Source: an optimization exercise on an open RTL-to-GDS flow (aim: small area and few clock cycles per item). Production flows keep margins and buffers that such runs may drop. No functional check of the RTL was part of this run.

==> flow/design.v <==
module magenta_sbox (
    input  wire [7:0] x,
    output wire [7:0] y
);
    function [7:0] xtime;
        input [7:0] v;
        begin
            xtime = {v[6:0], 1'b0} ^ (v[7] ? 8'h65 : 8'h00);
        end
    endfunction
    reg [7:0] base;
    always @(*) begin
        case (x[7:4])
            4'h0: base = 8'h01;
            4'h1: base = 8'h8b;
            4'h2: base = 8'h8c;
            4'h3: base = 8'h92;
            4'h4: base = 8'h99;
            4'h5: base = 8'hc8;
            4'h6: base = 8'ha8;
            4'h7: base = 8'h1a;
            4'h8: base = 8'hed;
            4'h9: base = 8'hab;
            4'ha: base = 8'he2;
            4'hb: base = 8'h1c;
            4'hc: base = 8'h78;
            4'hd: base = 8'h2c;
            4'he: base = 8'h21;
            default: base = 8'he5;
        endcase
    end
    wire [7:0] m1 = x[0] ? xtime(base) : base;
    wire [7:0] m2 = x[1] ? xtime(xtime(m1)) : m1;
    wire [7:0] m4 = x[2] ? xtime(xtime(xtime(xtime(m2)))) : m2;
    wire [7:0] m8 = x[3] ? xtime(xtime(xtime(xtime(xtime(xtime(xtime(xtime(m4)))))))) : m4;
    assign y = (x == 8'hff) ? 8'h00 : m8;
endmodule
module magenta_pi (
    input  wire [127:0] x,
    output wire [127:0] y
);
    wire [127:0] sx;
    wire [127:0] ax;
    genvar j, i;
    generate
        for (j = 0; j < 16; j = j + 1) begin : g_s1
            magenta_sbox u_s1 (.x(x[127-8*j -: 8]), .y(sx[127-8*j -: 8]));
        end
        for (i = 0; i < 8; i = i + 1) begin : g_pair
            assign ax[127-16*i -: 8]     = x[127-8*i -: 8]     ^ sx[127-8*(i+8) -: 8];
            assign ax[127-16*i-8 -: 8]   = x[127-8*(i+8) -: 8] ^ sx[127-8*i -: 8];
        end
        for (j = 0; j < 16; j = j + 1) begin : g_s2
            magenta_sbox u_s2 (.x(ax[127-8*j -: 8]), .y(y[127-8*j -: 8]));
        end
    endgenerate
endmodule
module magenta_core (
    input  wire         clk,
    input  wire         rst,         
    input  wire         start,       
    input  wire         decrypt,     
    input  wire [1:0]   ksize,       
    input  wire [255:0] key,         
    input  wire [127:0] din,         
    output wire         ready,
    output wire         done,
    output wire [127:0] dout
);
    localparam [1:0] S_IDLE = 2'd0,
                     S_BUSY = 2'd1,
                     S_DONE = 2'd2;
    reg [1:0]   state;
    reg [2:0]   round;       
    reg [1:0]   citer;       
    reg [1:0]   piter;       
    reg         dec_r;
    reg [1:0]   ksize_r;
    reg [255:0] key_r;
    reg [127:0] x;           
    reg [127:0] c;           
    reg [1:0] sk_idx;
    always @(*) begin
        case (ksize_r)
            2'd0:    case (round)
                         3'd2, 3'd3: sk_idx = 2'd1;
                         default:    sk_idx = 2'd0;
                     endcase
            2'd1:    case (round)
                         3'd1, 3'd4: sk_idx = 2'd1;
                         3'd2, 3'd3: sk_idx = 2'd2;
                         default:    sk_idx = 2'd0;
                     endcase
            default: case (round)
                         3'd1, 3'd6: sk_idx = 2'd1;
                         3'd2, 3'd5: sk_idx = 2'd2;
                         3'd3, 3'd4: sk_idx = 2'd3;
                         default:    sk_idx = 2'd0;
                     endcase
        endcase
    end
    wire [2:0] last_round = (ksize_r == 2'd2) ? 3'd7 : 3'd5;
    reg [63:0] subkey;
    always @(*) begin
        case (sk_idx)
            2'd0: subkey = key_r[255:192];
            2'd1: subkey = key_r[191:128];
            2'd2: subkey = key_r[127:64];
            default: subkey = key_r[63:0];
        endcase
    end
    wire [127:0] w = {x[63:0], subkey};
    function [127:0] split;
        input [127:0] v;
        integer k;
        begin
            for (k = 0; k < 8; k = k + 1) begin
                split[127-8*k -: 8] = v[127-16*k -: 8];
                split[63-8*k -: 8]  = v[127-16*k-8 -: 8];
            end
        end
    endfunction
    wire [127:0] pi_in = (piter != 2'd0) ? c :
                         (citer == 2'd0) ? w : (w ^ split(c));
    wire [127:0] pi_out;
    magenta_pi u_pi (.x(pi_in), .y(pi_out));
    wire [127:0] pi_split = split(pi_out);
    wire [63:0]  f_out    = pi_split[127:64];
    wire last_step = (piter == 2'd3) && (citer == 2'd2);
    always @(posedge clk) begin
        if (rst) begin
            state <= S_IDLE;
            round <= 3'd0;
            citer <= 2'd0;
            piter <= 2'd0;
        end else begin
            case (state)
                S_IDLE: begin
                    if (start) begin
                        dec_r   <= decrypt;
                        ksize_r <= ksize;
                        key_r   <= key;
                        x       <= decrypt ? {din[63:0], din[127:64]} : din;
                        round   <= 3'd0;
                        citer   <= 2'd0;
                        piter   <= 2'd0;
                        state   <= S_BUSY;
                    end
                end
                S_BUSY: begin
                    c     <= pi_out;
                    piter <= piter + 2'd1;
                    if (piter == 2'd3) begin
                        if (citer == 2'd2)
                            citer <= 2'd0;
                        else
                            citer <= citer + 2'd1;
                    end
                    if (last_step) begin
                        x <= {x[63:0], x[127:64] ^ f_out};
                        round <= round + 3'd1;
                        if (round == last_round)
                            state <= S_DONE;
                    end
                end
                default: begin
                    state <= S_IDLE;
                end
            endcase
        end
    end
    assign ready = (state == S_IDLE);
    assign done  = (state == S_DONE);
    assign dout  = dec_r ? {x[63:0], x[127:64]} : x;
endmodule
==> flow/run.sh <==
#!/bin/bash
# synth_recipe.tcl (not shown) runs the flow's synth.tcl, then flattens the netlist and writes it again
# the make line also repeats each setting of config.mk as NAME=value (left out here)
make -C /OpenROAD-flow-scripts/flow DESIGN_CONFIG=/design/flow/config.mk WORK_HOME=/design/flow/orfs CLKGATE_MAP_FILE= SYNTH_SCRIPT=/design/flow/synth_recipe.tcl finish
==> flow/config.mk <==
export PLATFORM = sky130hd
export DESIGN_NAME = magenta_core
export DESIGN_NICKNAME = magenta_core
export VERILOG_FILES = /design/flow/design.v
export SDC_FILE = /design/flow/constraint.sdc
export NUM_CORES = 4
export LEC_CHECK = 0
export CAP_MARGIN = 20
export CELL_PAD_IN_SITES_DETAIL_PLACEMENT = 2
export CELL_PAD_IN_SITES_GLOBAL_PLACEMENT = 2
export CORE_MARGIN = 2
export CORE_UTILIZATION = 25
export SLEW_MARGIN = 20
==> flow/constraint.sdc <==
create_clock -name core_clock -period 20.0 [get_ports {clk}]
set_input_delay 4.0000 -clock core_clock [delete_from_list [all_inputs] [get_ports {clk}]]
set_output_delay 4.0000 -clock core_clock [all_outputs]
set_load 0.01 [all_outputs]
==> results.txt <==
==> metal layers <==
| metal | GRT usage [%] | wire [µm] |
|---|---|---|
| met3 | 2.08 | 11300 |
| met1 | 29.9 | 165000 |
| met2 | 36.3 | 163000 |
| met4 | 8.33 | 14200 |
| met5 | 0 | 204 |
==> worst reg2reg max path: cells and delay by family, from the launching register on <==
family | cells | cell delay, ns
xor+xnor | 9 | 2.46
buf+inv | 3 | 1.00
simple gates | 11 | 3.31
fa+ha+maj | 3 | 0.99
flops | 1 | 0.44
mux | 1 | 0.35
compound gates | 16 | 5.26
==> stage by stage <==
| step | cell area, µm² | hold WS (ns) | setup slack, ns |
|---|---|---|---|
| final | 87600 | 0.496 | 5.97 |
| after detailed placement | 85100 | 0.488 | 6.11 |
| after floorplan | 75500 | 0.458 | 4.16 |
| after global placement | 85000 | 0.476 | 6.59 |
| after global routing | 87600 | 0.521 | 4.80 |
| after CTS | 87500 | 0.496 | 6.06 |
==> placed cells by master (no fill, tap or decap), types with 65 or more instances in the layout <==
| cell type | instances |
|---|---|
| nand2_1 | 798 |
| inv_1 | 207 |
| xor2_1 | 478 |
| a21o_1 | 119 |
| clkbuf_16 | 77 |
| mux2i_1 | 453 |
| o21a_1 | 68 |
| o211ai_1 | 137 |
| ha_1 | 190 |
| o31ai_1 | 73 |
| and2_1 | 69 |
| o22ai_1 | 82 |
| nor3_1 | 199 |
| mux2_2 | 248 |
| o21ai_1 | 65 |
| nor2_1 | 821 |
| xnor2_1 | 962 |
| o21ai_0 | 396 |
| buf_4 | 202 |
| a31oi_1 | 108 |
| and3_1 | 111 |
| edfxtp_1 | 515 |
| clkdlybuf4s50_1 | 518 |
| a21oi_1 | 619 |
| a211oi_1 | 197 |
| nand3_1 | 264 |
==> layout make-up <==
cell class,count,area share (%)
sequential,524,17.9
inverter,222,0.954
antenna,16,0.0457
timing repair buffer,727,7.81
multi-input combinational,7897,64.9
tap,3958,5.65
clock buffer,92,2.27
clock inverter,41,0.524
==> kinds of logic (layout without fill, tap and decap cells) <==
group | Yosys count | after routing | share of synthesized area (%)
buf+inv | 767 | 1082 | 4.23
mux | 737 | 737 | 10.6
flops | 524 | 524 | 20.7
other cells | 0 | 16 | 0
simple gates | 2772 | 2772 | 17.3
xor+xnor | 1541 | 1541 | 19.5
compound gates | 2656 | 2656 | 24.6
fa+ha+maj | 191 | 191 | 3.17
==> flip-flops by register name (all words and copies together) (netlist names) <==
| register | flops |
|---|---|
| key_r | 256 |
| c | 128 |
| x | 128 |
| round | 3 |
| citer | 2 |
| ksize_r | 2 |
| piter | 2 |
| state | 2 |
| dec_r | 1 |
==> worst paths after layout <==
kind	start	end	slack, ns	cells after the start
setup / recovery	round[2]	x[16]	5.97	43
hold / removal	piter[1]	piter[1]	0.50	2
setup reg to reg	round[2]	x[16]	5.97	43
hold reg to reg	piter[1]	piter[1]	0.50	2
==> flow_metrics.env <==
export IMPL_cts_buffers=77
export IMPL_placementRows=201
export IMPL_hold_viol_final=0
export IMPL_criticalPathCategory="flip-flop to flip-flop"
export IMPL_ys_top_cells_by_area="edfxtp_1, xnor2_1, mux2i_1"
export IMPL_drive_gt1_share_pct=9.24
export IMPL_place_hpwl_um=282000
export IMPL_initial_utilization_pct=25.2
export IMPL_syn_nets=9769
export IMPL_slew_violations=0
export IMPL_post_route_util_pct=29.2
export IMPL_yosysUniqueCellTypes=137
export IMPL_postCtsHoldBufs=0
export IMPL_relSlewSlack_pct=18.9
export IMPL_dp_cells=13300
export IMPL_clk_insertion_delay_late_ns=0.84
export IMPL_wl_um=353000
export IMPL_final_cells=13500
export IMPL_gp_congestion=0.885
export IMPL_crit_slowest_cell="a31oi_1"
export IMPL_grt_overflow=0
export IMPL_ant_nets=0
export IMPL_routedWlPerCell_um=26.2
export IMPL_ys_flop_type="edfxtp_1"
export IMPL_setup_viol=0
export IMPL_fmax_mhz=71.3
export IMPL_antenna_found_initial=37
export IMPL_cp_slowest_stage_delay_ns=0.88
export IMPL_fillers=34300
export IMPL_grt_pass1_vias=77100
export IMPL_maxCapViolCount=0
export IMPL_cpLargestDelayFamily="compound AO/OA/AOI/OAI gates"
export IMPL_clock_tree_root_cell="clkbuf_16"
export IMPL_synth_seq_cells=524
export IMPL_crit_path_start_kind="flip-flop"
export IMPL_ys_top_cells_by_count="xnor2_1, nor2_1, nand2_1, a21oi_1, edfxtp_1"
export IMPL_seq_area_um2=15600
export IMPL_numPortBuffers=519
export IMPL_io_pins=520
export IMPL_async_reset_ff_share_pct=0
export IMPL_critPathMaxFanout=33
export IMPL_critPathCaptureType="flip-flop"
export IMPL_fin_skew_ns=0.101
export IMPL_first_pass_iters=7
export IMPL_ys_seq_area_share_pct=20.7
export IMPL_first_iter_violations=4358
export IMPL_fp_dieW_um=554
export IMPL_synthesis_area_um2=75500
export IMPL_synth_largest_area_cell="edfxtp_1"
export IMPL_worst_slew_pin_transition_ns=1.21
export IMPL_synth_edff_count=515
export IMPL_cts_buffer_depth=4
export IMPL_arrival_ns=14.58
export IMPL_post_cts_buffers=0
export IMPL_worstPathRequired_ns=20.55
export IMPL_tns_ns=0
export IMPL_cts_tree="built"
export IMPL_outcome="no timing/DRC/antenna violations"
export IMPL_cp_num_buf_inv=3
export IMPL_grt_pass1_wl_um=523000
export IMPL_multiInputGateArea_um2=56900
export IMPL_die_y_um=554
export IMPL_nets=10000
export IMPL_clk_pin_slew_ns=0.06
export IMPL_die_area_um2=306000
export IMPL_synthToLayoutAreaGrowth_pct=16.1
export IMPL_grt_max_degree=132
export IMPL_rsz0062_at_grt="no"
export IMPL_cts_sinks=524
export IMPL_htreeDepth=3
export IMPL_post_cts_resized=0
export IMPL_synth_most_common_cell="xnor2_1"
export IMPL_drc=0
export IMPL_synthDominantCellAreaShare_pct=20.5
export IMPL_vias_per_cell=5.48
export IMPL_synth_warnings=2
export IMPL_syn_avg_cell_area_um2=8.22
export IMPL_vias=73800
export IMPL_synthCells=9188
export IMPL_coreArea_um2=300000
export IMPL_min_period_ns=14.03
export IMPL_track_usage_pct=22.1
export IMPL_min_path_type="flip-flop to flip-flop"
export IMPL_post_route_period_util_pct=70.2

-- what the ideal ports hide --
How much do the figures lean on ideal ports? The routed layout below was timed once more, with nothing changed but the port constraints. Step 1 assumes that a clkbuf_16 drives the clock port and a buf_2 every other input. Step 2 adds t to the input delays and takes it off the output delays; t is the mean of the earliest and latest rising clock arrival at the registers after step 1. Input paths then give back, and output paths get back, about the clock's delay inside the block. a / b / c = ideal ports / drivers / drivers and shift; a / b = the first two.
shift t [ns]: 0.884
setup slack, ns: 5.966 / 5.966 / 5.966
worst hold slack (ns): 0.496 / 0.496 / 0.496
latest minus earliest clock arrival (ns): 0.101 / 0.102
slew at the worst register clock pin (ns): 0.07 / 0.07
After both steps this run still meets setup and hold. The setup slack of this run moves by 0.000 ns with the drivers and by 0.000 ns with both steps.
